Background: an optimization exercise with open tools, aiming at small area. Do not read the settings as production practice. Only simulation tests tie the RTL to the original design; equivalence was not proved. In runs 3 to 7 the design's own scripts or RTL, not TritonCTS, make the clock network. The clock port is modelled as an ideal driver, which makes a skipped or thinned clock tree look cheaper than it is; a real chip needs a root buffer or a tree. Power and IR drop assume default switching activity.

**flow/run.sh**
```bash
#!/bin/bash
# The standard layout, with three changes:
#  - after the standard synthesis, the combinational logic is remapped with
#    a few area-oriented ABC scripts (flow/reopt.tcl); each result is proved
#    equivalent to the standard netlist (flow/check.tcl) and the smallest
#    proven one is kept; the registers are untouched;
#  - ports are buffered with sky130_fd_sc_hd__buf_1 instead of clkdlybuf4s50_1;
#  - constant outputs share one tie cell, and CTS inserts no dummy loads.
set -euo pipefail
W=$(pwd)
R=$W/orfs/results/$FLOW_PLATFORM/termostato_sig/base
export BUFFER_PORTS_ARGS="-buffer_cell sky130_fd_sc_hd__buf_1"
export SKIP_REPAIR_TIE_FANOUT=1
export CTS_ARGS="-sink_clustering_enable -repair_clock_nets -dont_use_dummy_load -buf_list {sky130_fd_sc_hd__clkbuf_16} -root_buf sky130_fd_sc_hd__clkbuf_16 -sink_clustering_size 21"

bash standard.sh $R/1_2_yosys.v > synth.log 2>&1
cp $R/1_2_yosys.v $W/1_2_yosys_standard.v

export REOPT_LIB=$FLOW_HOME/platforms/sky130hd/lib/sky130_fd_sc_hd__tt_025C_1v80.lib
export REOPT_IN=$W/1_2_yosys_standard.v REOPT_TOP=$FLOW_TOP
R2="balance;rewrite;refactor;balance;rewrite;rewrite -z;balance;refactor -z;rewrite -z;balance"
SCRIPTS=(
  "+strash;dc2;$R2;dch -f;amap;topo"
  "+strash;dc2;$R2;dch -f;amap;strash;dch -f;amap;topo"
  "+strash;ifraig;dc2;$R2;dch -f;amap;topo"
  "+strash;dc2;$R2;dc2;$R2;dch -f;amap;topo"
  "+strash;dch -f;amap;topo"
  "+strash;dc2;$R2;&get -n;&dch -f;&nf -p -R 1000;&put;topo"
)
best=""; best_area=""
for i in "${!SCRIPTS[@]}"; do
  out=$W/1_2_yosys_reopt_$i.v
  REOPT_OUT=$out REOPT_SCRIPT="${SCRIPTS[$i]}" yosys -c $W/flow/reopt.tcl > reopt_$i.log 2>&1 || continue
  a=$(grep "Chip area for top module" reopt_$i.log | tail -1 | awk '{print $NF}')
  if REOPT_OUT=$out yosys -c $W/flow/check.tcl > check_$i.log 2>&1; then ok=proven; else ok=failed; fi
  echo "script $i: area $a, equivalence $ok" >> reopt_choice.log
  [[ $ok == proven && -n "$a" ]] || continue
  if [[ -z "$best_area" ]] || awk "BEGIN{exit !($a < $best_area)}"; then
    best=$i; best_area=$a
  fi
done
if [[ -n "$best" ]]; then
  echo "chosen: script $best, area $best_area" >> reopt_choice.log
  cp $W/1_2_yosys_reopt_$best.v $R/1_2_yosys.v
else
  echo "chosen: the standard netlist" >> reopt_choice.log
fi
bash standard.sh > standard.log 2>&1
```
**flow/check.tcl**
```tcl
# Prove that the remapped netlist (REOPT_OUT) is equivalent to the standard
# synthesis netlist (REOPT_IN). Both hold the same flip-flop instances: they
# are kept as black boxes and cut open into ports named after the instance,
# and the logic in between is compared combinationally.
yosys -import
set lib $::env(REOPT_LIB)
read_liberty -ignore_miss_func $lib
blackbox sky130_fd_sc_hd__dfxtp_1 sky130_fd_sc_hd__edfxtp_1
read_verilog $::env(REOPT_IN)
yosys rename $::env(REOPT_TOP) gold
read_verilog $::env(REOPT_OUT)
yosys rename $::env(REOPT_TOP) gate
hierarchy -check
flatten -noscopeinfo
opt_clean
yosys expose -evert {gold/t:sky130_fd_sc_hd__dfxtp_1} {gold/t:sky130_fd_sc_hd__edfxtp_1} {gate/t:sky130_fd_sc_hd__dfxtp_1} {gate/t:sky130_fd_sc_hd__edfxtp_1}
setundef -undriven -anyseq
miter -equiv -flatten -make_assert gold gate miter
hierarchy -top miter
sat -verify -prove-asserts miter
```
**flow/reopt.tcl**
```tcl
# Re-optimise the combinational logic of the standard synthesis netlist with
# the ABC script in REOPT_SCRIPT. Every flip-flop instance keeps its name,
# cell type and connections; only the logic between them is remapped.
yosys -import
set lib $::env(REOPT_LIB)
read_liberty -ignore_miss_func $lib
foreach m [list sky130_fd_sc_hd__dfxtp_1 sky130_fd_sc_hd__edfxtp_1 sky130_fd_sc_hd__conb_1] {
  setattr -mod -set keep_hierarchy 1 $m
}
read_verilog -defer $::env(REOPT_IN)
hierarchy -top $::env(REOPT_TOP)
flatten
opt -purge
abc -liberty $lib -dont_use sky130_fd_sc_hd__lpflow_* -dont_use sky130_fd_sc_hd__probe* \
  -script $::env(REOPT_SCRIPT)
opt_clean -purge
setundef -zero
hilomap -singleton -hicell sky130_fd_sc_hd__conb_1 HI -locell sky130_fd_sc_hd__conb_1 LO
insbuf -buf sky130_fd_sc_hd__buf_4 A X
opt_clean -purge
yosys rename -hide w:*
stat -liberty $lib
# every cell must be a library cell (no unmapped logic left by ABC)
set unmapped "$::env(REOPT_TOP)/t:\$*"
select -assert-none $unmapped
select $::env(REOPT_TOP)
write_verilog -noattr -nohex -nodec -selected $::env(REOPT_OUT)
```
**standard.sh**
```bash
#!/bin/bash
# synth_recipe.tcl (not shown) runs the flow's synth.tcl, then flattens the netlist and writes it again
# the make line also repeats each setting of config.mk as NAME=value (left out here)
make -C /OpenROAD-flow-scripts/flow DESIGN_CONFIG=/design/flow/config.mk WORK_HOME=/design/flow/orfs CLKGATE_MAP_FILE= SYNTH_SCRIPT=/design/flow/synth_recipe.tcl "${@:-finish}"
```
**config.mk**
```make
export PLATFORM = sky130hd
export DESIGN_NAME = termostato_sig
export DESIGN_NICKNAME = termostato_sig
export VERILOG_FILES = /design/flow/design.v
export SDC_FILE = /design/flow/constraint.sdc
export NUM_CORES = 4
export LEC_CHECK = 0
export CAP_MARGIN = 20
export CORE_MARGIN = 2
export CORE_UTILIZATION = 40
export SLEW_MARGIN = 20
```
**constraint.sdc**
```tcl
create_clock -name core_clock -period 10.0 [get_ports {clk}]
set_input_delay 2.0000 -clock core_clock [delete_from_list [all_inputs] [get_ports {clk}]]
set_output_delay 2.0000 -clock core_clock [all_outputs]
set_load 0.01 [all_outputs]
```
**design.v**
```verilog
`default_nettype none
module termostato_sig (
    input  wire        clk,
    input  wire        rst,         
    input  wire        cmd_valid,   
    input  wire [31:0] cmd,
    output wire        cmd_ready,   
    output wire        rsp_valid,   
    output wire [31:0] rsp,
    output reg         led_dout,
    output reg         servo_out
);
    reg [15:0] pw;         
    reg [4:0]  ft;         
    reg [15:0] sec;        
    reg [1:0]  frm;        
    reg        tick_en;    
    reg [1:0]  tph;        
    reg        tpend;      
    reg        tovr;       
    reg        gapv;       
    reg        ill;        
    reg [23:0] frame;      
    reg [5:0]  pk;         
    reg [4:0]  pd;         
    wire busy = !pk[5] && !(pk[4] && pk[3]);         
    wire sat  = (pk == 6'd24) && (pd == 5'd0);       
    wire z23 = (cmd[23:0] == 24'h0);
    wire is_nop   = (cmd[31:24] == 8'h00) && z23;
    wire is_send  = (cmd[31:24] == 8'h10);
    wire is_wrpw  = (cmd[31:16] == 16'h2000);
    wire is_wrctl = (cmd[31:24] == 8'h30) && (cmd[23:1] == 23'h0);
    wire is_rd    = (cmd[31:28] == 4'h4) && z23 && (cmd[27:24] <= 4'd4);
    assign cmd_ready = !busy && !rst;
    wire   accept    = cmd_valid && cmd_ready;
    wire       tick_ev   = tick_en && (tph == 2'd3);
    wire       svc       = tpend && !busy;
    wire       ft_wrap   = (ft == 5'd19);
    wire [4:0] ft_p2     = svc ? (ft_wrap ? 5'd0 : ft + 5'd1) : ft;
    wire       sec_step  = svc && ft_wrap && frm[1];
    wire [15:0] sec_p2   = sec + {15'd0, sec_step};
    wire       tpend_p2  = tpend && !svc;
    wire       tpend_p3  = tpend_p2 || tick_ev;
    wire       tovr_p3   = tovr || (tick_ev && tpend_p2);
    wire [3:0] sel = cmd[27:24];
    assign rsp_valid = accept && is_rd;
    assign rsp[31:16] = 16'd0;
    assign rsp[15:0] = !rsp_valid ? 16'd0 :
        sel[2]               ? sec_p2 :
        (sel[1:0] == 2'd0)   ? {12'd0, ill, gapv, tovr_p3, tpend_p3} :
        (sel[1:0] == 2'd1)   ? {11'd0, ft_p2} :
        (sel[1:0] == 2'd2)   ? pw :
                               {15'd0, tick_en};
    wire do_send  = accept && is_send;
    wire do_wrpw  = accept && is_wrpw;
    wire do_wrctl = accept && is_wrctl;
    wire do_ill   = accept && !(is_nop || is_send || is_wrpw || is_wrctl || is_rd);
    wire pd_zero = (pd == 5'd0);
    wire [5:0] pk_dec = pd_zero ? pk - 6'd1 : pk;
    wire [4:0] pd_dec = pd_zero ? 5'd19 : pd - 5'd1;
    wire lvl = pd_zero ? (pk != 6'd0)
                       : ((pd >= 5'd15) || ((pd >= 5'd8) && frame[pk[4:0]]));
    always @(posedge clk) begin
        if (do_send)
            frame <= {cmd[15:8], cmd[23:16], cmd[7:0]};
        tph <= tick_en ? tph + 2'd1 : 2'd0;
        if (rst) begin
            pw        <= 16'd0;
            ft        <= 5'd0;
            sec       <= 16'd0;
            frm       <= 2'd0;
            tick_en   <= 1'b0;
            tpend     <= 1'b0;
            tovr      <= 1'b0;
            gapv      <= 1'b0;
            ill       <= 1'b0;
            pk        <= 6'd24;
            pd        <= 5'd0;
            led_dout  <= 1'b0;
            servo_out <= 1'b0;
        end else begin
            ft  <= ft_p2;
            sec <= sec_p2;
            if (svc) begin
                servo_out <= (pw[15:5] != 11'd0) || (ft_p2 <= pw[4:0]);
                if (ft_wrap)
                    frm <= frm[1] ? 2'd0 : frm + 2'd1;
            end
            tpend <= tpend_p3;
            tovr  <= tovr_p3;
            if (do_wrpw)
                pw <= cmd[15:0];
            if (do_wrctl) begin
                tick_en <= cmd[0];
                if (!cmd[0])
                    tpend <= 1'b0;
            end
            if (do_ill)
                ill <= 1'b1;
            if (do_send) begin
                if (!sat)
                    gapv <= 1'b1;
                pk       <= 6'd23;
                pd       <= 5'd19;
                led_dout <= 1'b1;
            end else begin
                if (!sat) begin
                    pk <= pk_dec;
                    pd <= pd_dec;
                end
                led_dout <= busy && lvl;
            end
        end
    end
endmodule
`default_nettype wire
```
==> key figures, run 1 <==
Die
  • Starting Density: 41.5%
  • Ports: 71
  • Die height: 99.4 µm
  • CORE AREA: 8760 µm²
  • Die W: 99.4 µm
  • Core Rows: 34
  • Die area: 9880 µm²

STA
  • Worst slew margin: 49.0%
  • Final worst path period share: 70.5%
  • Slew Viols, Final: 0
  • Worst Max-Slew Pin Slew: 0.762 ns
  • Hold_ws: 0.438 ns
  • Finish-stage setup viols: 0
  • Fin. Hold Viols: 0
  • Max Fclk: 0.142 GHz
  • Clk_skew: 0.0129 ns
  • RSZ-0062 raised after global routing: false
  • Tmin final: 7.05 ns
  • Setup TNS after final layout: 0 ns

Place
  • Routability cong.: 0.889
  • Detail Placement HPWL: 6450 µm
  • Port bufs: 54

Yosys
  • Mapped Cells: 428
  • Cell Area, Synth: 3640 µm²
  • Total number of yosys warnings: 1
  • Mapped Avg Cell Area: 8.50 µm²
  • Syn nets: 463

Worst setup path
  • Crit end category: output port
  • Largest stage delay, worst path: 0.52 ns
  • CP cell instances: buf_1 > or4_1 > or4_1 > nor4b_1 > nor4bb_1 > clkinv_1 > a221oi_1 > buf_1
  • CP Class: input port to output port
  • Slowest cell on the critical path: clkinv_1
  • Critical Path Source Type: input port
  • Worst path arrival time: 5.05 ns
  • Required time worst endpoint: 8.00 ns
  • Crit path max fanout: 16

Clocking
  • Hold-fix buffers at CTS: 0
  • Worst-path clk slew: 0.05 ns
  • Root Buffer: clkbuf_16
  • Deepest clock path buffer count: 2
  • Setup Buffers After CTS: 0
  • Cts bufs inserted: 9
  • H-tree depth: 3
  • Clock latency on the worst-skew pair: 0.34 ns
  • CTS Sinks: 83
  • CTS-repair resized insts: 0
  • CTS tree: done

Power
  • Total Power: 0.806 mW
  • Logic pwr share: 19.2%
  • Internal power: 0.572 mW
  • P_sw: 0.234 mW
  • Worst vdd rail ir drop: 0.0738 mV
  • Reg power frac: 46.6%
  • Leak pwr: 1.36 nW
  • Clk network pwr share: 34.2%
  • Pwr Density: 196 nW/µm²
  • Sw frac: 29.0%

Detailed routing
  • WL/cell: 15.1 µm
  • Met2 routed WL: 3970 µm
  • Final WL: 8830 µm
  • Drt first pass iters: 6
  • DRC violations left: 0
  • Met3 wire length: 465 µm
  • DR vias/cell: 5.37
  • Routed Antenna Nets: 0
  • WL met1: 4260 µm
  • Initial DRC count: 224
  • Highest metal used: met4
  • Via count: 3142

Cells and area
  • Layout area overhead: 12.8%
  • ANT cells: 0
  • Nets: 514
  • Layout cells sized above 1: 2.73%
  • Final Util: 46.8%

GRT
  • GRT Total Usage: 18.9%
  • First-pass GRT wire length: 14600 µm
  • Largest net degree at the start of global routing: 51
  • Total gr overflow: 0
  • Vias in the first global route: 2930
  • Initial antenna violation count: 0

Flow run
  • Max cap viols: 0

Outcome
  • Status: finished clean

Hold path
  • Hold Path Class: flop to flop
power by group through the flow:
| stage | Sequential (mW) | Clock (mW) | Combinational [mW] |
|---|---|---|---|
| floorplan | 0.379 | 0 | 0.117 |
| global placement | 0.382 | 0 | 0.153 |
| detailed placement | 0.383 | 0 | 0.153 |
| CTS | 0.376 | 0.281 | 0.155 |
| global route | 0.378 | 0.296 | 0.177 |
| finish | 0.375 | 0.276 | 0.155 |
flip-flops by register name, summed over array words and instances, names as in the netlist, 2 cells and up:
name and cells:
frame 24, pw 16, sec 16, pk 6
ft 5, pd 5, frm 2, tph 2
placed cells by master (no fill, tap or decap), types with 2 or more instances in the layout:
cell and count:
buf_1 53, a222oi_1 6, a31oi_1 5, nor2b_1 4, o22a_1 3, and3_1 4, a2111oi_0 2, nor3_1 12
nor2_1 104, clkbuf_16 9, nor4_1 7, buf_4 2, o31ai_1 2, a21oi_1 23, nand3_1 5, o21ai_0 29
a211oi_1 3, dfxtp_1 59, nand2_1 33, a22oi_1 17, clkinv_1 43, edfxtp_1 24, a221oi_1 5, or4_1 4
or2_0 2, nand4_1 4, o22ai_1 2
layout make-up:
class / instances / area (µm²)
Sequential cell: 83 / 1900
Tap cell: 108 / 135
Multi-Input combinational cell: 286 / 1460
Inverter: 43 / 161
Clock buffer: 9 / 225
Timing Repair Buffer: 56 / 219
Fill cell: 892 / 4660
routing by layer:
layer / global-route usage [%] / vias to the layer above
li1: - / 1604
met1: 25.8 / 1421
met5: 0 / -
met2: 29.3 / 102
met3: 5.55 / 15
met4: 5.06 / 0
stage by stage:
step / std cells / setup WS [ns] / cell area (µm²)
after global routing: 585 / 2.51 / 4100
after detailed placement: 576 / 2.97 / 3880
final: 585 / 2.95 / 4100
after CTS: 585 / 2.95 / 4100
after floorplan: 428 / 3.16 / 3640
after global placement: 576 / 3.12 / 3880
worst paths after layout:
| check | endpoint | depth (start not counted) | slack [ns] | startpoint |
|---|---|---|---|---|
| worst max-delay path | rsp[2] | 8 | 2.95 | cmd[10] |
| worst min register to register | tph[0] | 1 | 0.44 | tph[0] |
| worst min-delay path | tph[0] | 1 | 0.44 | tph[0] |
| worst max register to register | sec[15] | 41 | 5.85 | pk[4] |
worst max-delay path, delay by kind of cell:
family          cells  cell delay [ns]
simple gates        4             1.85
buf+inv             3             0.81
compound gates      1             0.39
==> inputs of run 2 (changes only) <==
==> flow/run.sh (replaced) <==
#!/bin/bash
# The standard layout, with four changes:
#  - after the standard synthesis, the combinational logic is remapped with
#    several area-oriented ABC scripts (flow/reopt.tcl); each result is proved
#    equivalent to the standard netlist (flow/check.tcl) and the smallest
#    proven one is kept; the registers are untouched;
#  - ports are buffered with sky130_fd_sc_hd__buf_1 instead of clkdlybuf4s50_1;
#  - constant outputs share one tie cell;
#  - after CTS, the clock tree is rebuilt flat (flow/clock_tree.tcl): the
#    clock port drives 3 or 4 leaf buffers, each driving one balanced cluster
#    of flip-flops, with the worst clock-pin slew kept under CLOCK_SLEW_TARGET.
set -euo pipefail
W=$(pwd)
R=$W/orfs/results/$FLOW_PLATFORM/termostato_sig/base
export BUFFER_PORTS_ARGS="-buffer_cell sky130_fd_sc_hd__buf_1"
export SKIP_REPAIR_TIE_FANOUT=1
export CTS_ARGS="-sink_clustering_enable -repair_clock_nets -dont_use_dummy_load"
export POST_CTS_TCL=$W/flow/clock_tree.tcl CLOCK_PORT=clk CLOCK_SLEW_TARGET=0.115

bash standard.sh $R/1_2_yosys.v > synth.log 2>&1
cp $R/1_2_yosys.v $W/1_2_yosys_standard.v

export REOPT_LIB=$FLOW_HOME/platforms/sky130hd/lib/sky130_fd_sc_hd__tt_025C_1v80.lib
export REOPT_IN=$W/1_2_yosys_standard.v REOPT_TOP=$FLOW_TOP
R2="balance;rewrite;refactor;balance;rewrite;rewrite -z;balance;refactor -z;rewrite -z;balance"
NF="&dch -f;&nf -p -R 1000 -F 10 -A 10 -C 32"
SCRIPTS=(
  "+strash;dc2;$R2;dch -f;amap;topo"
  "+strash;dc2;$R2;dch -f;amap;strash;dch -f;amap;topo"
)
for seed in 1 3 5 7 9 11 13 15; do
  SCRIPTS+=("+strash;&get -n;&deepsyn -T 30 -S $seed;&put;&get -n;$NF;&put;topo")
done
# remap and prove each candidate, up to NUM_CORES at a time
candidate() {
  local i=$1 out=$W/1_2_yosys_reopt_$1.v
  REOPT_OUT=$out REOPT_SCRIPT="${SCRIPTS[$i]}" yosys -c $W/flow/reopt.tcl > reopt_$i.log 2>&1 || return 0
  if REOPT_OUT=$out yosys -c $W/flow/check.tcl > check_$i.log 2>&1; then
    echo proven > result_$i.txt
  fi
}
for i in "${!SCRIPTS[@]}"; do
  candidate $i &
  while (( $(jobs -rp | wc -l) >= ${NUM_CORES:-4} )); do sleep 1; done
done
wait
best=""; best_area=""
for i in "${!SCRIPTS[@]}"; do
  a=$(grep "Chip area for top module" reopt_$i.log 2>/dev/null | tail -1 | awk '{print $NF}')
  ok=failed; [[ -f result_$i.txt ]] && ok=proven
  echo "script $i: area ${a:-none}, equivalence $ok" >> reopt_choice.log
  [[ $ok == proven && -n "$a" ]] || continue
  if [[ -z "$best_area" ]] || awk "BEGIN{exit !($a < $best_area)}"; then
    best=$i; best_area=$a
  fi
done
if [[ -n "$best" ]]; then
  echo "chosen: script $best, area $best_area" >> reopt_choice.log
  cp $W/1_2_yosys_reopt_$best.v $R/1_2_yosys.v
else
  echo "chosen: the standard netlist" >> reopt_choice.log
fi
bash standard.sh > standard.log 2>&1
==> flow/clock_tree.tcl (new file) <==
set slew_target [expr {[info exists ::env(CLOCK_SLEW_TARGET)] ? $::env(CLOCK_SLEW_TARGET) : 0.110}]
set configs {
  {4 sky130_fd_sc_hd__clkbuf_8}
  {3 sky130_fd_sc_hd__clkbuf_16}
  {4 sky130_fd_sc_hd__clkbuf_16}
}
set db [ord::get_db]
set block [ord::get_db_block]
set root_net [[$block findBTerm $::env(CLOCK_PORT)] getNet]

# the clock pins of all flip-flops, and the cells of the old tree
set sinks {}
set tree {}
set todo [list $root_net]
while {[llength $todo] > 0} {
  set net [lindex $todo 0]
  set todo [lrange $todo 1 end]
  foreach it [$net getITerms] {
    if {![$it isInputSignal]} { continue }
    set inst [$it getInst]
    if {[[$inst getMaster] isSequential]} {
      lappend sinks $it
    } else {
      lappend tree $inst
      foreach o [$inst getITerms] {
        if {[$o isOutputSignal] && [$o getNet] ne "NULL"} { lappend todo [$o getNet] }
      }
    }
  }
}
puts "clock_tree: [llength $sinks] clock pins, [llength $tree] cells in the CTS tree"

# remove the old tree
set old_nets {}
foreach inst $tree {
  foreach it [$inst getITerms] {
    set n [$it getNet]
    if {$n ne "NULL"} {
      if {$n ne $root_net} { lappend old_nets $n }
      $it disconnect
    }
  }
  odb::dbInst_destroy $inst
}
foreach it $sinks { $it disconnect }
foreach n [lsort -unique $old_nets] { odb::dbNet_destroy $n }

set pts {}
foreach it $sinks {
  set b [[$it getInst] getBBox]
  lappend pts [list [expr {([$b xMin] + [$b xMax]) / 2.0}] [expr {([$b yMin] + [$b yMax]) / 2.0}]]
}
set n [llength $pts]

proc dist {p c} { expr {abs([lindex $p 0] - [lindex $c 0]) + abs([lindex $p 1] - [lindex $c 1])} }
proc centres {pts assign leaves old} {
  set new {}
  for {set k 0} {$k < $leaves} {incr k} {
    set sx 0; set sy 0; set c 0
    foreach p $pts a $assign {
      if {$a == $k} { set sx [expr {$sx + [lindex $p 0]}]; set sy [expr {$sy + [lindex $p 1]}]; incr c }
    }
    if {$c > 0} { lappend new [list [expr {$sx / $c}] [expr {$sy / $c}]] } else { lappend new [lindex $old $k] }
  }
  return $new
}
# balanced k-means: start from the x-sorted split, then assign points greedily
# by distance with at most ceil(n / leaves) per cluster
proc clusters {pts leaves} {
  set n [llength $pts]
  set order [lsort -real -index 0 $pts]
  set cent {}
  for {set k 0} {$k < $leaves} {incr k} {
    set part [lrange $order [expr {$k * $n / $leaves}] [expr {($k + 1) * $n / $leaves - 1}]]
    lappend cent [lindex [centres $part [lrepeat [llength $part] 0] 1 {{0 0}}] 0]
  }
  set cap [expr {($n + $leaves - 1) / $leaves}]
  for {set iter 0} {$iter < 20} {incr iter} {
    set pairs {}
    set i 0
    foreach p $pts {
      for {set k 0} {$k < $leaves} {incr k} { lappend pairs [list [dist $p [lindex $cent $k]] $i $k] }
      incr i
    }
    set assign [lrepeat $n -1]
    set size [lrepeat $leaves 0]
    foreach pr [lsort -real -index 0 $pairs] {
      lassign $pr d i k
      if {[lindex $assign $i] >= 0 || [lindex $size $k] >= $cap} { continue }
      lset assign $i $k
      lset size $k [expr {[lindex $size $k] + 1}]
    }
    set cent [centres $pts $assign $leaves $cent]
  }
  return [list $assign $cent]
}

proc build {leaves cell} {
  global block db root_net sinks pts
  lassign [clusters $pts $leaves] assign cent
  set made {}
  for {set k 0} {$k < $leaves} {incr k} {
    set inst [odb::dbInst_create $block [$db findMaster $cell] "clkleaf_$k"]
    set net [odb::dbNet_create $block "clknet_leaf_$k"]
    $net setSigType CLOCK
    [$inst findITerm A] connect $root_net
    [$inst findITerm X] connect $net
    set c [lindex $cent $k]
    $inst setLocation [expr {int([lindex $c 0])}] [expr {int([lindex $c 1])}]
    $inst setPlacementStatus PLACED
    foreach it $sinks a $assign {
      if {$a == $k} { $it connect $net }
    }
    lappend made $inst $net
  }
  return $made
}
proc unbuild {made} {
  global sinks
  foreach it $sinks { $it disconnect }
  foreach {inst net} $made {
    foreach it [$inst getITerms] { if {[$it getNet] ne "NULL"} { $it disconnect } }
    odb::dbInst_destroy $inst
    odb::dbNet_destroy $net
  }
}
proc worst_clock_slew {} {
  global sinks
  estimate_parasitics -placement
  set worst 0
  foreach it $sinks {
    set pin [get_pins "[[$it getInst] getName]/[[$it getMTerm] getName]"]
    set s [get_property $pin slew_max]
    if {$s > $worst} { set worst $s }
  }
  return $worst
}

$root_net setSigType CLOCK
set last [expr {[llength $configs] - 1}]
set i 0
foreach cfg $configs {
  lassign $cfg leaves cell
  set made [build $leaves $cell]
  set s [worst_clock_slew]
  puts "clock_tree: $leaves x $cell: worst clock-pin slew $s ns (target $slew_target)"
  if {$s <= $slew_target || $i == $last} { break }
  unbuild $made
  incr i
}
puts "clock_tree: kept $leaves x $cell"

detailed_placement
check_placement -verbose
estimate_parasitics -placement
puts "clock_tree: worst clock-pin slew after legalisation [worst_clock_slew] ns"
==> run 2 against run 1 <==
  * The run now fails in clock tree synthesis
  * Synthesized cell count decreased by 17%
  * Area after synthesis down 3.4%
==> key figures, run 2 <==
Yosys
  • Mapped Avg Cell Area: 9.90 µm² (+16%)
  • Mapped Cells: 355 (-17%)
  • Total number of yosys warnings: 1 (unchanged)
  • Cell Area, Synth: 3510 µm² (-3.4%)
  • Syn nets: 390 (-16%)

Outcome
  • Last stage: clock tree synthesis
  • Status: aborted with a tool error
  • Err: Error: cts.tcl, 90 can't read "pts": no such variable

Die
  • Die W: 97.7 µm (-1.7%)
  • Core Rows: 34 (unchanged)
  • Starting Density: 40.7% (-0.84 points)
  • Ports: 71 (unchanged)
  • Die height: 97.7 µm (-1.7%)

Place
  • Placement Cell Area: 3750 µm² (-3.3%)
  • Routability cong.: 0.828 (-6.9%)
  • Detail Placement HPWL: 5950 µm (-7.8%)
  • Pre-CTS WS: 3.44 ns (+0.475 ns)
  • Port bufs: 54 (unchanged)
[run 2: worst max-delay path by stage]
stage	from	end	slack, ns	cells past startpoint
after detailed placement	rst	rsp[3]	3.44	11
after floorplan	rst	rsp[1]	4.14	8
after global placement	rst	rsp[1]	3.48	11
[run 2: power groups by stage]
| stage | clock network (mW) | registers, mW | logic [mW] |
|---|---|---|---|
| 2_1_floorplan | 0 | 0.383 | 0.0776 |
| 3_3_place_gp | 0 | 0.388 | 0.102 |
| 3_5_place_dp | 0 | 0.389 | 0.104 |
[run 2: per-stage QoR]
step,std cells,hold slack [ns]
after floorplan,355,0.403
after global placement,503,0.421
after detailed placement,503,0.447
==> inputs of run 3 (changes only) <==
--- a/flow/clock_tree.tcl
+++ b/flow/clock_tree.tcl
@@ -96,6 +96,5 @@
 }
 
-proc build {leaves cell} {
-  global block db root_net sinks pts
+proc build {block db root_net sinks pts leaves cell} {
   lassign [clusters $pts $leaves] assign cent
   set made {}
@@ -116,6 +115,5 @@
   return $made
 }
-proc unbuild {made} {
-  global sinks
+proc unbuild {sinks made} {
   foreach it $sinks { $it disconnect }
   foreach {inst net} $made {
@@ -125,6 +123,5 @@
   }
 }
-proc worst_clock_slew {} {
-  global sinks
+proc worst_clock_slew {sinks} {
   estimate_parasitics -placement
   set worst 0
@@ -142,9 +139,9 @@
 foreach cfg $configs {
   lassign $cfg leaves cell
-  set made [build $leaves $cell]
-  set s [worst_clock_slew]
+  set made [build $block $db $root_net $sinks $pts $leaves $cell]
+  set s [worst_clock_slew $sinks]
   puts "clock_tree: $leaves x $cell: worst clock-pin slew $s ns (target $slew_target)"
   if {$s <= $slew_target || $i == $last} { break }
-  unbuild $made
+  unbuild $sinks $made
   incr i
 }
@@ -154,3 +151,3 @@
 check_placement -verbose
 estimate_parasitics -placement
-puts "clock_tree: worst clock-pin slew after legalisation [worst_clock_slew] ns"
+puts "clock_tree: worst clock-pin slew after legalisation [worst_clock_slew $sinks] ns"
==> run 3 against run 2 <==
  * Now clean on timing, DRC and antenna
  * Synthesized cell count is 1.4% higher
  * Area after synthesis down 0.25%
==> key figures, run 3 <==
Outcome
  • Status: finished clean

STA
  • Max Fclk: 0.145 GHz
  • Final worst path period share: 68.7%
  • Clk_skew: 0.00771 ns
  • Worst slew margin: 32.2%
  • Setup TNS after final layout: 0 ns
  • Finish-stage setup viols: 0
  • RSZ-0062 raised after global routing: false
  • Fin. Hold Viols: 0
  • Slew Viols, Final: 0
  • Tmin final: 6.87 ns
  • Worst Max-Slew Pin Slew: 1.01 ns

GRT
  • Met1 usage: 20.3%
  • Vias in the first global route: 2559
  • Initial antenna violation count: 0
  • Met2 usage: 27.6%
  • Largest net degree at the start of global routing: 38
  • Gr busiest metal: met2
  • GR met3 Demand/Resource: 2.66%
  • Total gr overflow: 0
  • First-pass GRT wire length: 12400 µm
  • GRT Total Usage: 15.8%

Cells and area
  • ANT cells: 0
  • Commonest non-fill, non-tap cell in the layout: dfxtp_1
  • Post-route cell area: 3820 µm²
  • Nets: 440
  • Max reg flops: 24
  • Area occupied by multi-input gates: 1470 µm²
  • Biggest regs: frame: 24 flops, pw: 16 flops, sec: 16 flops
  • Layout cells sized above 1: 1.49%
  • Top reg by flops: frame
  • Final Util: 44.4%
  • Reg area: 1900 µm²
  • Layout area overhead: 8.96%
  • Commonest cells after routing, fill and taps aside: dfxtp_1, buf_1, nor2_1
  • Filler Cells Inserted: 860
  • Fin cells: 511

Yosys
  • Mapped Cells: 360 (+1.4%)
  • Mapped Avg Cell Area: 9.74 µm² (-1.6%)
  • Cell Area, Synth: 3500 µm² (-0.25%)
  • Total number of yosys warnings: 1 (unchanged)
  • Syn nets: 395 (+1.3%)

Hold path
  • Worst Hold Path Cells: 1
  • HP Start: tph[1]
  • Hold Path Class: flop to flop

Die
  • Ports: 71 (unchanged)
  • Die area: 9530 µm²
  • Die height: 97.6 µm (-0.12%)
  • CORE AREA: 8590 µm²
  • Core Rows: 34 (unchanged)
  • Die W: 97.6 µm (-0.12%)
  • Starting Density: 40.8% (+0.099 points)

Worst setup path
  • Crit end category: output port
  • FF-to-FF Start: pk[3]
  • Setup crit start: pk[3]
  • Required time worst endpoint: 8.00 ns
  • Worst path arrival time: 4.87 ns
  • Reg2Reg Setup Slack: 5.41 ns
  • Crit path max fanout: 7
  • CP Class: flop to output port
  • R2R depth: 19
  • Critical Path Source Type: flop

Detailed routing
  • Drt first pass iters: 4
  • DR vias/cell: 5.31
  • WL/cell: 14.8 µm
  • Routed Antenna Nets: 0
  • DRC violations left: 0
  • Via count: 2711
  • Final WL: 7580 µm
  • Initial DRC count: 131

Place
  • Routability cong.: 0.834 (+0.76%)
  • Detail Placement HPWL: 5790 µm (-2.7%)
  • Placed cell count: 508 (+0.99%)
  • Placement Cell Area: 3740 µm² (-0.23%)
  • Port bufs: 54 (unchanged)

Power
  • Pwr Density: 175 nW/µm²
  • Leak pwr: 1.27 nW
  • Worst vdd rail ir drop: 0.106 mV

Clocking
  • CTS Sinks: 83
  • Worst-path clk slew: 0.10 ns
  • Clock latency on the worst-skew pair: 0.17 ns

Flow run
  • Max cap viols: 0
==> run 3: layout make-up <==
type | count | share of cell area (%)
plain buffers | 3 | 1.97
inverters | 4 | 0.393
multi-input cells | 257 | 38.6
flip-flops and latches | 83 | 49.8
well taps | 108 | 3.54
repair buffers | 56 | 5.70
==> run 3: per-layer routing <==
layer / wire length [µm] / vias to the layer above
li1: - / 1398
met1: 3520 / 1259
met2: 3730 / 46
met3: 210 / 8
met4: 122 / 0
met5: 0 / -
==> run 3: worst paths after layout <==
kind | end
worst max register to register | sec[15]
worst min-delay path | tph[1]
worst max-delay path | rsp[15]
worst min register to register | tph[1]
==> run 3: per-stage QoR <==
stage	hold slack (ns)	setup WS (ns)	total power, mW
after floorplan	0.419	3.90	0.502
after global placement	0.431	3.18	0.538
after detailed placement	0.444	3.20	0.538
after global routing	0.475	2.51	0.707
final	0.457	3.13	0.667
==> run 3: worst max-delay path: stages, from the launching register on <==
cell and delay, ns:
dfxtp_1 0.46, a21oi_1 0.19, nor2b_1 0.34, and3_1 0.29, nand2_1 0.11, xor2_1 0.34, nand3_1 0.17, nor2_1 0.30
nand4_1 0.20, nand2b_1 0.21, nor2b_1 0.21, nand3_1 0.17, nor2b_1 0.24, nand3_1 0.17, nor2b_1 0.24, nand3_1 0.17
nor2b_1 0.25, nand3_1 0.15, xor2_1 0.17, o21ai_0 0.14, buf_1 0.17
==> run 3: power breakdown <==
group | internal (mW) | switching (mW)
Sequential | 0.364 | 0.0290
Clock | 0.0554 | 0.0806
Combinational | 0.0573 | 0.0806
Total | 0.476 | 0.190
==> inputs of run 4 (changes only) <==
--- a/flow/clock_tree.tcl
+++ b/flow/clock_tree.tcl
@@ -1,6 +1,10 @@
 set slew_target [expr {[info exists ::env(CLOCK_SLEW_TARGET)] ? $::env(CLOCK_SLEW_TARGET) : 0.110}]
 set configs {
+  {4 sky130_fd_sc_hd__buf_6}
   {4 sky130_fd_sc_hd__clkbuf_8}
+  {3 sky130_fd_sc_hd__buf_12}
+  {4 sky130_fd_sc_hd__buf_8}
   {3 sky130_fd_sc_hd__clkbuf_16}
+  {4 sky130_fd_sc_hd__buf_12}
   {4 sky130_fd_sc_hd__clkbuf_16}
 }
==> run 4 against run 3 <==
  * Highest routed layer unchanged
  * Sequential share of layout area fell by 0.11 points
  * Synthesized cell count fell by 1.4%
  * Hold slack gained 0.0079 ns
  * Clock skew up 0.0036 ns
  * Setup slack better by 0.18 ns
  * Power down 6.5%
  * Register-to-register slack gained 0.19 ns
  * Die area up 0.24%
  * Cell count shrank 0.98%
  * Area after synthesis grew 0.25%
  * Sequential power is 3% lower
  * Routed wire length grew 5.7%
==> key figures, run 4 <==
Die
  • Die height: 97.7 µm (+0.12%)
  • CORE AREA: 8640 µm² (+0.50%)
  • Core Rows: 34 (unchanged)
  • Die W: 97.7 µm (+0.12%)
  • Ports: 71 (unchanged)
  • Starting Density: 40.7% (-0.099 points)
  • Die area: 9550 µm² (+0.24%)

Worst setup path
  • Crit end category: output port
  • Slowest cell on the critical path: a21oi_1
  • Required time worst endpoint: 8.00 ns (about the same)
  • Largest stage delay, worst path: 0.47 ns (about the same)
  • CP Class: flop to output port
  • CP cell instances: a21oi_1 > nor2b_1 > and3_1 > nand2_1 > and4_1 > nand3_1 > nor2b_1 > nand3_1 > nor2b_1 > nand3_1 > nor2b_1 > nand3_1 > nor2b_1 > nand3_1 > nor2b_1 > nand2_1 > xor2_1 > o21ai_0 > buf_1
  • R2R depth: 18 (-1)
  • End of the worst register-to-register path: sec[15]
  • Reg2Reg Setup Slack: 5.60 ns (+0.19 ns)
  • Most used cell, CP: nor2b_1
  • Crit path max fanout: 8 (+1)
  • FF-to-FF Start: pk[4]
  • Worst path arrival time: 4.70 ns (-0.17 ns)
  • Critical Path Source Type: flop

STA
  • RSZ-0062 raised after global routing: false
  • Worst Max-Slew Pin Slew: 1.04 ns (+0.0315 ns)
  • Worst slew margin: 30.1% (-2.1 points)
  • Hold_ws: 0.465 ns (+0.00788 ns)
  • Fin. Hold Viols: 0 (unchanged)
  • Finish-stage setup viols: 0 (unchanged)
  • Tmin final: 6.70 ns (-0.178 ns)
  • Max Fclk: 0.149 GHz (+2.7%)
  • Final worst path period share: 67.0% (-1.8 points)
  • Setup TNS after final layout: 0 ns (unchanged)
  • Slew Viols, Final: 0 (unchanged)
  • Clk_skew: 0.0113 ns (+0.00362 ns)

Hold path
  • Worst Hold End: tph[1]
  • HP Start: tph[1]
  • Worst Hold Path Cells: 1 (unchanged)
  • Hold Path Class: flop to flop

Detailed routing
  • Via count: 2720 (+0.33%)
  • Initial DRC count: 126 (-3.8%)
  • WL/cell: 15.8 µm (+6.7%)
  • DRC violations left: 0 (unchanged)
  • Drt first pass iters: 5 (+1)
  • Final WL: 8010 µm (+5.7%)
  • DR vias/cell: 5.38 (+1.3%)
  • Routed Antenna Nets: 0 (unchanged)

Cells and area
  • Top reg by flops: frame
  • ANT cells: 0 (unchanged)
  • Reg area: 1900 µm² (unchanged)
  • Layout area overhead: 8.94% (about the same)
  • Fin cells: 506 (-0.98%)
  • Max reg flops: 24 (unchanged)
  • Commonest cells after routing, fill and taps aside: dfxtp_1, buf_1, nor2_1
  • Commonest non-fill, non-tap cell in the layout: dfxtp_1
  • Layout cells sized above 1: 1.51% (+0.019 points)
  • Filler Cells Inserted: 881 (+2.4%)
  • Area occupied by multi-input gates: 1480 µm² (about the same)
  • Biggest regs: frame: 24 flops, pw: 16 flops, sec: 16 flops
  • Final Util: 44.3% (-0.12 points)
  • Nets: 435 (-1.1%)

Power
  • Pwr Density: 163 nW/µm² (-6.7%)
  • Logic pwr share: 16.6% (-4.1 points)
  • Worst vdd rail ir drop: 0.0871 mV (-18%)
  • Sw frac: 26.9% (-1.6 points)
  • Leak pwr: 1.31 nW (+3.1%)
  • Clk network pwr share: 22.1% (+1.7 points)
  • Internal power: 0.455 mW (-4.4%)
  • P_sw: 0.168 mW (-12%)
  • Reg power frac: 61.2% (+2.3 points)

Yosys
  • Syn nets: 390 (-1.3%)
  • Mapped Avg Cell Area: 9.90 µm² (+1.7%)
  • Cell Area, Synth: 3510 µm² (+0.25%)
  • Mapped Cells: 355 (-1.4%)
  • Total number of yosys warnings: 1 (unchanged)

GRT
  • Vias in the first global route: 2644 (+3.3%)
  • First-pass GRT wire length: 13000 µm (+5.1%)
  • Initial antenna violation count: 0 (unchanged)
  • GRT Total Usage: 16.8% (+0.93 points)
  • Total gr overflow: 0 (unchanged)
  • Largest net degree at the start of global routing: 31 (-18%)

Flow run
  • Max cap viols: 0 (unchanged)

Outcome
  • Status: finished clean

Place
  • Placed cell count: 503 (-0.98%)
  • Routability cong.: 0.828 (-0.76%)
  • Detail Placement HPWL: 5950 µm (+2.8%)
  • Port bufs: 54 (unchanged)

Clocking
  • Worst-path clk slew: 0.10 ns (about the same)
  • Clock latency on the worst-skew pair: 0.17 ns (about the same)
  • CTS Sinks: 83 (unchanged)
-- run 4: worst max-delay path by stage --
stage / from / to / depth (start not counted)
after floorplan: rst / rsp[1] / 8
after global placement: rst / rsp[1] / 11
after detailed placement: rst / rsp[3] / 11
after global routing: pk[4] / rsp[15] / 19
final: pk[4] / rsp[15] / 19
-- run 4: routing by layer --
layer	global-route usage [%]	share of wire (%)	wire, µm
met1	21.7	47	3730
met2	29.8	48	3890
met3	2.66	3.9	316
met4	3.53	0.97	78
met5	0	0	0
-- run 4: worst max-delay path, delay by kind of cell, from the launching register on --
family	cells	cell delay [ns]
buf+inv	1	0.17
compound gates	2	0.60
flops	1	0.41
simple gates	15	3.18
xor+xnor	1	0.15
-- run 4: per-stage QoR --
stage,area [µm²],power (mW),worst slack [ns]
floorplan,3510,0.461,4.14
global placement,3750,0.490,3.48
detailed placement,3750,0.493,3.44
global route,3830,0.659,2.81
finish,3830,0.623,3.30
-- run 4: power by group through the flow --
stage	clock network (mW)	registers, mW	logic, mW
floorplan	0	0.383	0.0776
detailed placement	0	0.389	0.104
finish	0.138	0.382	0.104
global route	0.155	0.385	0.119
global placement	0	0.388	0.102
-- run 4: area by class of cell --
type / instances / area share [%]
timing repair buffer: 56 / 5.69
inverter: 6 / 0.588
tap: 108 / 3.53
buffer: 3 / 1.96
sequential: 83 / 49.7
multi-input combinational: 250 / 38.5
==> inputs of run 5 (changes only) <==
--- a/design.v
+++ b/design.v
@@ -54,4 +54,5 @@
     wire do_send  = accept && is_send;
     wire do_wrpw  = accept && is_wrpw;
+    wire pw_hold  = !do_wrpw && !rst;
     wire do_wrctl = accept && is_wrctl;
     wire do_ill   = accept && !(is_nop || is_send || is_wrpw || is_wrctl || is_rd);
@@ -64,7 +65,7 @@
         if (do_send)
             frame <= {cmd[15:8], cmd[23:16], cmd[7:0]};
+        pw <= ({16{do_wrpw}} & cmd[15:0]) | ({16{pw_hold}} & pw);
         tph <= tick_en ? tph + 2'd1 : 2'd0;
         if (rst) begin
-            pw        <= 16'd0;
             ft        <= 5'd0;
             sec       <= 16'd0;
@@ -89,6 +90,4 @@
             tpend <= tpend_p3;
             tovr  <= tovr_p3;
-            if (do_wrpw)
-                pw <= cmd[15:0];
             if (do_wrctl) begin
                 tick_en <= cmd[0];
==> run 5 against run 4 <==
  * Clock power up 8%
  * Via count rose by 3.1%
  * Hold slack got worse by 0.015 ns
  * Critical path depth rose by 1
  * Still clean
  * Die area about the same
  * Largest cell class unchanged
  * Register-to-register slack worse by 0.39 ns
  * Critical endpoint unchanged
  * Synthesized cell count is 2.3% higher
==> key figures, run 5 <==
Cells and area
  • Commonest non-fill, non-tap cell in the layout: dfxtp_1
  • Max reg flops: 24 (unchanged)
  • Layout cells sized above 1: 1.47% (-0.033 points)
  • Commonest cells after routing, fill and taps aside: dfxtp_1, buf_1, nor2_1
  • Top reg by flops: frame
  • ANT cells: 0 (unchanged)
  • Fin cells: 515 (+1.8%)
  • Final Util: 44.3% (about the same)
  • Filler Cells Inserted: 883 (+0.23%)
  • Layout area overhead: 8.91% (about the same)
  • Biggest regs: frame: 24 flops, pw: 16 flops, sec: 16 flops
  • Nets: 444 (+2.1%)

Detailed routing
  • Via count: 2805 (+3.1%)
  • Met3 wire length: 258 µm (-18%)
  • WL/cell: 15.8 µm (about the same)
  • DRC violations left: 0 (unchanged)
  • Initial DRC count: 176 (+40%)
  • Routed Antenna Nets: 0 (unchanged)
  • Drt first pass iters: 4 (-1)
  • Highest metal used: met4
  • Met2 routed WL: 3930 µm (+1.1%)
  • DR vias/cell: 5.45 (+1.3%)
  • WL met1: 3760 µm (+0.67%)
  • Final WL: 8150 µm (+1.7%)

Die
  • Die height: 97.7 µm (about the same)
  • Core Rows: 34 (unchanged)
  • Die area: 9550 µm² (about the same)
  • Starting Density: 40.7% (about the same)
  • Die W: 97.7 µm (about the same)
  • Ports: 71 (unchanged)
  • CORE AREA: 8640 µm² (unchanged)

GRT
  • Total gr overflow: 0 (unchanged)
  • GRT Total Usage: 17.3% (+0.53 points)
  • Vias in the first global route: 2730 (+3.3%)
  • Initial antenna violation count: 0 (unchanged)
  • First-pass GRT wire length: 13400 µm (+2.7%)
  • Largest net degree at the start of global routing: 34 (+9.7%)

Power
  • Worst vdd rail ir drop: 0.110 mV (+26%)
  • Total Power: 0.637 mW (+2.2%)
  • Leak pwr: 1.30 nW (-1.3%)
  • Pwr Density: 167 nW/µm² (+2.3%)

Worst setup path
  • Crit path max fanout: 7 (-1)
  • FF-to-FF Start: pk[4]
  • Critical Path Source Type: flop
  • Reg2Reg Setup Slack: 5.21 ns (-0.39 ns)
  • Setup crit start: pk[4]
  • CP Class: flop to output port
  • Crit end category: output port
  • Required time worst endpoint: 8.00 ns (about the same)
  • Worst path arrival time: 5.07 ns (+0.37 ns)

Yosys
  • Mapped Avg Cell Area: 9.68 µm² (-2.2%)
  • Total number of yosys warnings: 1 (unchanged)
  • Mapped Cells: 363 (+2.3%)
  • Syn nets: 398 (+2.1%)
  • Cell Area, Synth: 3510 µm² (about the same)

STA
  • Worst Max-Slew Pin Slew: 1.01 ns (-0.0352 ns)
  • Slew Viols, Final: 0 (unchanged)
  • Max Fclk: 0.142 GHz (-5.2%)
  • Setup TNS after final layout: 0 ns (unchanged)
  • Final worst path period share: 70.7% (+3.7 points)
  • Finish-stage setup viols: 0 (unchanged)
  • Fin. Hold Viols: 0 (unchanged)
  • Tmin final: 7.07 ns (+0.370 ns)
  • Clk_skew: 0.00720 ns (-0.00413 ns)
  • RSZ-0062 raised after global routing: false
  • Final WS setup: 2.93 ns (-0.370 ns)
  • Worst slew margin: 32.5% (+2.4 points)

Place
  • Detail Placement HPWL: 6010 µm (+1.1%)
  • Placed cell count: 511 (+1.6%)
  • Port bufs: 54 (unchanged)
  • Routability cong.: 0.885 (+6.9%)
  • Pre-CTS WS: 3.07 ns (-0.377 ns)

Clocking
  • CTS Sinks: 83 (unchanged)
  • Clock latency on the worst-skew pair: 0.12 ns (-0.05 ns)
  • Worst-path clk slew: 0.09 ns (about the same)

Flow run
  • Max cap viols: 0 (unchanged)

Hold path
  • HP Start: tph[1]
  • Hold Path Class: flop to flop

Outcome
  • Status: finished clean
[run 5: stage by stage]
step | hold WS [ns] | cell area, µm²
2_1_floorplan | 0.419 | 3510
6_report | 0.450 | 3820
3_3_place_gp | 0.433 | 3740
3_5_place_dp | 0.439 | 3740
5_1_grt | 0.484 | 3820
[run 5: final cells by class]
class / count / area (µm²) / share of cell area, %
Multi-Input combinational cell: 255 / 1460 / 38.1
Sequential cell: 83 / 1900 / 49.7
Timing Repair Buffer: 56 / 218 / 5.69
Tap cell: 108 / 135 / 3.53
Inverter: 9 / 33.8 / 0.883
Buffer: 4 / 80.1 / 2.09
[run 5: critical path, stage by stage, from the launching register on]
cell and delay [ns]:
dfxtp_1 0.42, a21oi_1 0.19, nor2b_1 0.37, and3_1 0.32
nand2_1 0.11, xor2_1 0.34, nand3_1 0.18, nor2_1 0.35
nand3_1 0.19, nand3b_1 0.25, nor2b_1 0.25, nand3_1 0.17
nor2b_1 0.23, nand3_1 0.17, nor2b_1 0.26, nand3_1 0.18
nor2b_1 0.27, nand3_1 0.16, xor2_1 0.17, o21ai_0 0.15
buf_1 0.18
[run 5: path summary, 6_finish.rpt]
kind                  end  depth (start not counted)
setup / recovery  rsp[15]                         20
hold reg to reg    tph[1]                          1
hold / removal     tph[1]                          1
setup reg to reg  sec[15]                         19
[run 5: power by group]
group	switching [mW]	internal, mW	leakage [nW]	total (mW)
logic	0.0661	0.0422	0.566	0.108
registers	0.0187	0.361	0.693	0.380
clock network	0.0838	0.0650	0.0376	0.149
total	0.169	0.468	1.30	0.637
[run 5: layer usage]
metal,vias to the layer above,global-route usage (%)
met5,-,0
met2,61,29.3
li1,1413,-
met4,0,6.09
met3,19,2.73
met1,1312,22.5
==> inputs of run 6 (changes only) <==
--- a/flow/run.sh
+++ b/flow/run.sh
@@ -16,5 +16,5 @@
 export SKIP_REPAIR_TIE_FANOUT=1
 export CTS_ARGS="-sink_clustering_enable -repair_clock_nets -dont_use_dummy_load"
-export POST_CTS_TCL=$W/flow/clock_tree.tcl CLOCK_PORT=clk CLOCK_SLEW_TARGET=0.115
+export POST_CTS_TCL=$W/flow/clock_tree.tcl CLOCK_PORT=clk CLOCK_SLEW_TARGET=0.120
 
 bash standard.sh $R/1_2_yosys.v > synth.log 2>&1
@@ -29,5 +29,5 @@
   "+strash;dc2;$R2;dch -f;amap;strash;dch -f;amap;topo"
 )
-for seed in 1 3 5 7 9 11 13 15; do
+for seed in 1 2 3 4 5 6 7 8 9 10 11 12 13 14 15 16; do
   SCRIPTS+=("+strash;&get -n;&deepsyn -T 30 -S $seed;&put;&get -n;$NF;&put;topo")
 done
==> run 6 against run 5 <==
  * Register-to-register slack about the same
  * Flip-flop and latch count unchanged
  * Synthesized cell count unchanged
  * Highest routed layer unchanged
  * Maximum frequency decreased by 0.34%
  * Largest cell class unchanged
  * Sequential power about the same
==> key figures, run 6 <==
Worst setup path
  • R2R depth: 19 (unchanged)
  • CP cell instances: a21oi_1 > nor2b_1 > and3_1 > nand2_1 > xor2_1 > nand3_1 > nor2_1 > nand3_1 > nand3b_1 > nor2b_1 > nand3_1 > nor2b_1 > nand3_1 > nor2b_1 > nand3_1 > nor2b_1 > nand3_1 > xor2_1 > o21ai_0 > buf_1
  • Worst path arrival time: 5.09 ns (+0.02 ns)
  • Crit path max fanout: 7 (unchanged)
  • Crit end category: output port
  • Critical Path Source Type: flop
  • Most used cell, CP: nand3_1
  • CP Class: flop to output port
  • Slowest cell on the critical path: dfxtp_1
  • Reg2Reg Setup Slack: 5.20 ns (about the same)
  • Largest stage delay, worst path: 0.43 ns (about the same)
  • Required time worst endpoint: 8.00 ns (about the same)

Cells and area
  • Layout area overhead: 8.34%
  • Commonest cells after routing, fill and taps aside: dfxtp_1, buf_1, nor2_1
  • Biggest regs: frame: 24 flops, pw: 16 flops, sec: 16 flops
  • Max reg flops: 24 (unchanged)
  • Post-route cell area: 3800 µm² (-0.52%)
  • Commonest non-fill, non-tap cell in the layout: dfxtp_1
  • Layout cells sized above 1: 1.47% (unchanged)
  • ANT cells: 0 (unchanged)
  • Nets: 444 (unchanged)
  • Top reg by flops: frame

STA
  • Slew Viols, Final: 0 (unchanged)
  • Finish-stage setup viols: 0 (unchanged)
  • Worst Max-Slew Pin Slew: 1.02 ns (+0.00925 ns)
  • Tmin final: 7.09 ns (+0.0245 ns)
  • Max Fclk: 0.141 GHz (-0.34%)
  • Final worst path period share: 70.9% (+0.24 points)
  • RSZ-0062 raised after global routing: false
  • Worst slew margin: 31.8% (-0.62 points)
  • Fin. Hold Viols: 0 (unchanged)
  • Setup TNS after final layout: 0 ns (unchanged)
  • Clk_skew: 0.00943 ns (+0.00223 ns)

Power
  • Leak pwr: 1.29 nW (-0.61%)
  • Reg power frac: 61.5% (+1.9 points)
  • Worst vdd rail ir drop: 0.0972 mV (-11%)
  • Pwr Density: 162 nW/µm² (-2.7%)
  • Logic pwr share: 17.6% (+0.6 points)
  • Sw frac: 27.2% (+0.71 points)
  • Clk network pwr share: 20.9% (-2.5 points)
  • P_sw: 0.167 mW (-0.62%)
  • Internal power: 0.449 mW (-4.2%)

Clocking
  • Worst-path clk slew: 0.11 ns (+0.02 ns)
  • Clock latency on the worst-skew pair: 0.14 ns (+0.02 ns)
  • CTS Sinks: 83 (unchanged)

GRT
  • Vias in the first global route: 2718 (-0.44%)
  • GRT Total Usage: 17.2% (-0.061 points)
  • First-pass GRT wire length: 13400 µm (-0.21%)
  • Initial antenna violation count: 0 (unchanged)
  • Total gr overflow: 0 (unchanged)
  • Largest net degree at the start of global routing: 34 (unchanged)

Place
  • Routability cong.: 0.885 (unchanged)
  • Placement Cell Area: 3740 µm² (unchanged)
  • Port bufs: 54 (unchanged)
  • Detail Placement HPWL: 6010 µm (unchanged)

Outcome
  • Status: finished clean

Yosys
  • Syn nets: 398 (unchanged)
  • Total number of yosys warnings: 1 (unchanged)
  • Mapped Cells: 363 (unchanged)
  • Mapped Avg Cell Area: 9.68 µm² (unchanged)
  • Cell Area, Synth: 3510 µm² (unchanged)

Detailed routing
  • Routed Antenna Nets: 0 (unchanged)
  • DR vias/cell: 5.42 (-0.57%)
  • Final WL: 8140 µm (-0.12%)
  • Via count: 2789 (-0.57%)
  • DRC violations left: 0 (unchanged)
  • WL/cell: 15.8 µm (-0.12%)
  • Initial DRC count: 132 (-25%)
  • Drt first pass iters: 4 (unchanged)

Die
  • Die height: 97.7 µm (unchanged)
  • Starting Density: 40.7% (unchanged)
  • Die W: 97.7 µm (unchanged)
  • Core Rows: 34 (unchanged)
  • CORE AREA: 8640 µm² (unchanged)
  • Die area: 9550 µm² (unchanged)
  • Ports: 71 (unchanged)

Hold path
  • Worst Hold Path Cells: 1 (unchanged)
  • Hold Path Class: flop to flop

Flow run
  • Max cap viols: 0 (unchanged)
==> run 6: path summary, 6_finish.rpt <==
kind,from,to
max,pk[4],rsp[15]
min,tph[1],tph[1]
max reg2reg,pk[4],sec[15]
min reg2reg,tph[1],tph[1]
==> run 6: worst max-delay path: cells and delay by family (launching register included) <==
family,cells,cell delay [ns]
flip-flops,1,0.43
AND/OR/NAND/NOR,15,3.46
XOR/XNOR,2,0.51
buffers and inverters,1,0.18
AO/OA/AOI/OAI,2,0.34
==> run 6: power groups by stage <==
stage	Clock, mW	Sequential, mW	Combinational, mW
after global placement	0	0.387	0.105
final	0.129	0.379	0.108
after floorplan	0	0.383	0.0816
after detailed placement	0	0.387	0.108
after global routing	0.145	0.383	0.122
==> run 6: metal layers <==
layer	share of wire, %	global-route usage, %	vias up
li1	-	-	1410
met1	46	22.7	1294
met2	48	29.0	68
met3	3.7	2.73	17
met4	2.5	6.09	0
met5	0	0	-
==> run 6: cell type report <==
class	instances	area, µm²
fillers	884	4830
inverters	9	33.8
repair buffers	56	218
plain buffers	4	60.1
flip-flops and latches	83	1900
well taps	108	135
multi-input cells	255	1460
==> run 6: stage by stage <==
| step | utilization (%) | power [mW] | cells | hold WS, ns | setup slack (ns) |
|---|---|---|---|---|---|
| 6_report | 44.1 | 0.616 | 515 | 0.454 | 2.91 |
| 5_1_grt | 44.1 | 0.650 | 515 | 0.489 | 2.18 |
| 3_5_place_dp | 43.4 | 0.495 | 511 | 0.439 | 3.07 |
| 3_3_place_gp | 43.4 | 0.492 | 511 | 0.433 | 3.22 |
| 2_1_floorplan | - | 0.464 | 363 | 0.419 | 3.94 |
==> inputs of run 7 (changes only) <==
--- a/design.v
+++ b/design.v
@@ -54,5 +54,4 @@
     wire do_send  = accept && is_send;
     wire do_wrpw  = accept && is_wrpw;
-    wire pw_hold  = !do_wrpw && !rst;
     wire do_wrctl = accept && is_wrctl;
     wire do_ill   = accept && !(is_nop || is_send || is_wrpw || is_wrctl || is_rd);
@@ -65,7 +64,7 @@
         if (do_send)
             frame <= {cmd[15:8], cmd[23:16], cmd[7:0]};
-        pw <= ({16{do_wrpw}} & cmd[15:0]) | ({16{pw_hold}} & pw);
         tph <= tick_en ? tph + 2'd1 : 2'd0;
         if (rst) begin
+            pw        <= 16'd0;
             ft        <= 5'd0;
             sec       <= 16'd0;
@@ -90,4 +89,6 @@
             tpend <= tpend_p3;
             tovr  <= tovr_p3;
+            if (do_wrpw)
+                pw <= cmd[15:0];
             if (do_wrctl) begin
                 tick_en <= cmd[0];
==> run 7 against run 6 <==
  * Power up 5.7%
  * Largest power group unchanged
  * Critical endpoint unchanged
  * Critical path type unchanged
  * Die area is 0.28% lower
  * First-iteration DRC count increased by 71%
  * Flip-flop and latch count is the same
  * Maximum frequency is 4.1% higher
==> key figures, run 7 <==
Yosys
  • Mapped Avg Cell Area: 9.95 µm² (+2.8%)
  • Mapped Cells: 352 (-3.0%)
  • Cell Area, Synth: 3500 µm² (-0.28%)
  • Syn nets: 387 (-2.8%)
  • Total number of yosys warnings: 1 (unchanged)

Hold path
  • Worst Hold Path Cells: 1 (unchanged)
  • HP Start: tph[0]
  • Hold Path Class: flop to flop
  • Worst Hold End: tph[0]

Worst setup path
  • Worst path arrival time: 4.81 ns (-0.28 ns)
  • Reg2Reg Setup Slack: 5.45 ns (+0.25 ns)
  • CP cell instances: a21oi_1 > nor2b_1 > and3_1 > nand2_1 > xor2_1 > nand3_1 > nor2_1 > nand4_1 > nand2b_1 > nor2b_1 > nand3_1 > nor2b_1 > nand3_1 > nor2b_1 > nand3_1 > nor2b_1 > nand3_1 > xor2_1 > o21ai_0 > buf_1
  • Crit path max fanout: 8 (+1)
  • Largest stage delay, worst path: 0.49 ns (+0.06 ns)
  • CP Class: flop to output port
  • Required time worst endpoint: 8.00 ns (about the same)
  • End of the worst register-to-register path: sec[15]
  • Critical Path Source Type: flop
  • R2R depth: 19 (unchanged)
  • CP bufs+invs: 1 (unchanged)
  • FF-to-FF Start: pk[3]
  • Crit end category: output port
  • Slowest cell on the critical path: dfxtp_1
  • Family with the most delay on the worst path: simple AND/OR/NAND/NOR gates

Flow run
  • Max cap viols: 0 (unchanged)

Detailed routing
  • Initial DRC count: 226 (+71%)
  • Routed Antenna Nets: 0 (unchanged)
  • DRC violations left: 0 (unchanged)
  • WL/cell: 15.5 µm (-1.9%)
  • DR vias/cell: 5.41 (about the same)
  • Final WL: 7820 µm (-4.0%)
  • Drt first pass iters: 5 (+1)
  • Via count: 2727 (-2.2%)

STA
  • Finish-stage setup viols: 0 (unchanged)
  • Final worst path period share: 68.1% (-2.8 points)
  • Tmin final: 6.81 ns (-0.278 ns)
  • Clk_skew: 0.00875 ns (-0.000684 ns)
  • RSZ-0062 raised after global routing: false
  • Worst Max-Slew Pin Slew: 1.01 ns (-0.00825 ns)
  • Slew Viols, Final: 0 (unchanged)
  • Max Fclk: 0.147 GHz (+4.1%)
  • Worst slew margin: 32.4% (+0.55 points)
  • Fin. Hold Viols: 0 (unchanged)
  • Setup TNS after final layout: 0 ns (unchanged)

Place
  • Detail Placement HPWL: 5800 µm (-3.5%)
  • Routability cong.: 0.811 (-8.4%)
  • Placed cell count: 501 (-2.0%)
  • Port bufs: 54 (unchanged)

Power
  • Reg power frac: 59.6% (-1.9 points)
  • Worst vdd rail ir drop: 0.0976 mV (+0.36%)
  • Clk network pwr share: 20.0% (-0.9 points)
  • Pwr Density: 171 nW/µm² (+5.5%)
  • P_sw: 0.185 mW (+11%)
  • Internal power: 0.466 mW (+3.8%)
  • Leak pwr: 1.25 nW (-2.6%)
  • Sw frac: 28.4% (+1.3 points)
  • Logic pwr share: 20.3% (+2.7 points)

Die
  • Die W: 97.6 µm (-0.14%)
  • Die area: 9520 µm² (-0.28%)
  • Die height: 97.6 µm (-0.14%)
  • CORE AREA: 8590 µm² (-0.49%)
  • Core Rows: 34 (unchanged)
  • Ports: 71 (unchanged)
  • Starting Density: 40.8% (+0.085 points)

Cells and area
  • Top reg by flops: frame
  • Commonest non-fill, non-tap cell in the layout: dfxtp_1
  • Commonest cells after routing, fill and taps aside: dfxtp_1, buf_1, nor2_1
  • Nets: 433 (-2.5%)
  • Layout area overhead: 8.82%
  • ANT cells: 0 (unchanged)
  • Biggest regs: frame: 24 flops, pw: 16 flops, sec: 16 flops
  • Fin cells: 504 (-2.1%)
  • Layout cells sized above 1: 2.02% (+0.55 points)
  • Max reg flops: 24 (unchanged)

GRT
  • Largest net degree at the start of global routing: 37 (+8.8%)
  • Vias in the first global route: 2553 (-6.1%)
  • Total gr overflow: 0 (unchanged)
  • Initial antenna violation count: 0 (unchanged)
  • GRT Total Usage: 16.4% (-0.84 points)
  • First-pass GRT wire length: 12900 µm (-3.6%)

Clocking
  • Clock latency on the worst-skew pair: 0.14 ns (about the same)
  • Worst-path clk slew: 0.11 ns (about the same)
  • CTS Sinks: 83 (unchanged)

Outcome
  • Status: finished clean
-- run 7: routing by layer --
metal | vias to the layer above | share of wire [%] | GRT usage (%)
met5 | - | 0 | 0
met4 | 0 | 1.4 | 3.10
met3 | 6 | 4.8 | 2.88
met2 | 65 | 46 | 27.1
met1 | 1265 | 48 | 22.9
li1 | 1391 | - | -
-- run 7: per-stage QoR --
stage / setup WS (ns) / power [mW] / utilization, % / hold WS (ns) / instance area, µm²
2_1_floorplan: 3.77 / 0.492 / - / 0.419 / 3500
3_5_place_dp: 3.20 / 0.526 / 43.7 / 0.449 / 3750
5_1_grt: 2.39 / 0.689 / 44.4 / 0.512 / 3810
6_report: 3.19 / 0.651 / 44.4 / 0.467 / 3810
3_3_place_gp: 3.23 / 0.526 / 43.7 / 0.429 / 3750
-- run 7: final cells by class --
| cell class | count | area (µm²) |
|---|---|---|
| Inverter | 3 | 11.3 |
| Fill cell | 867 | 4780 |
| Buffer | 3 | 60.1 |
| Sequential cell | 83 | 1900 |
| Timing Repair Buffer | 57 | 225 |
| Tap cell | 108 | 135 |
| Multi-Input combinational cell | 250 | 1480 |
-- run 7: power by group through the flow --
| stage | Combinational [mW] | Sequential, mW | Clock (mW) |
|---|---|---|---|
| after detailed placement | 0.131 | 0.395 | 0 |
| after floorplan | 0.102 | 0.390 | 0 |
| after global routing | 0.152 | 0.392 | 0.145 |
| final | 0.132 | 0.388 | 0.131 |
| after global placement | 0.132 | 0.395 | 0 |
-- run 7: worst max-delay path by stage --
stage,depth (start not counted),slack (ns),end,from
after detailed placement,10,3.20,rsp[3],rst
after global routing,20,2.39,rsp[15],pk[3]
after floorplan,8,3.77,rsp[1],cmd[31]
after global placement,10,3.23,rsp[1],rst
final,20,3.19,rsp[15],pk[3]

## static timing again, ports no longer ideal
How much do the figures lean on ideal ports? The routed layouts below were timed once more, with nothing changed but the port constraints. Step 1 sets driving cells, clkbuf_16 on the clock port and buf_2 on the other inputs (assumed; they add their load-dependent delay and slew). Step 2 also shifts input and output timing later by t, the mid clock arrival at the registers, as if the neighbouring blocks saw the same clock. Three values: ideal ports, drivers, drivers and shift; two values: the first two.
| run | t, ns | setup slack, ns | worst slew at a driven data input, ns |
|---|---|---|---|
| run 1 | 0.365 | 2.949 / 2.929 / 2.929 | 0.04 |
| run 3 | 0.223 | 3.126 / 3.066 / 3.154 | 0.03 |
| run 4 | 0.227 | 3.304 / 3.238 / 3.418 | 0.04 |
| run 5 | 0.204 | 2.934 / 2.851 / 3.055 | 0.04 |
| run 6 | 0.211 | 2.910 / 2.834 / 3.045 | 0.04 |
| run 7 | 0.202 | 3.188 / 3.123 / 3.198 | 0.03 |
After both steps every run listed still meets setup and hold. For run 1, which loses most, drivers alone change the setup slack by -0.020 ns; drivers and shift together by -0.020 ns.
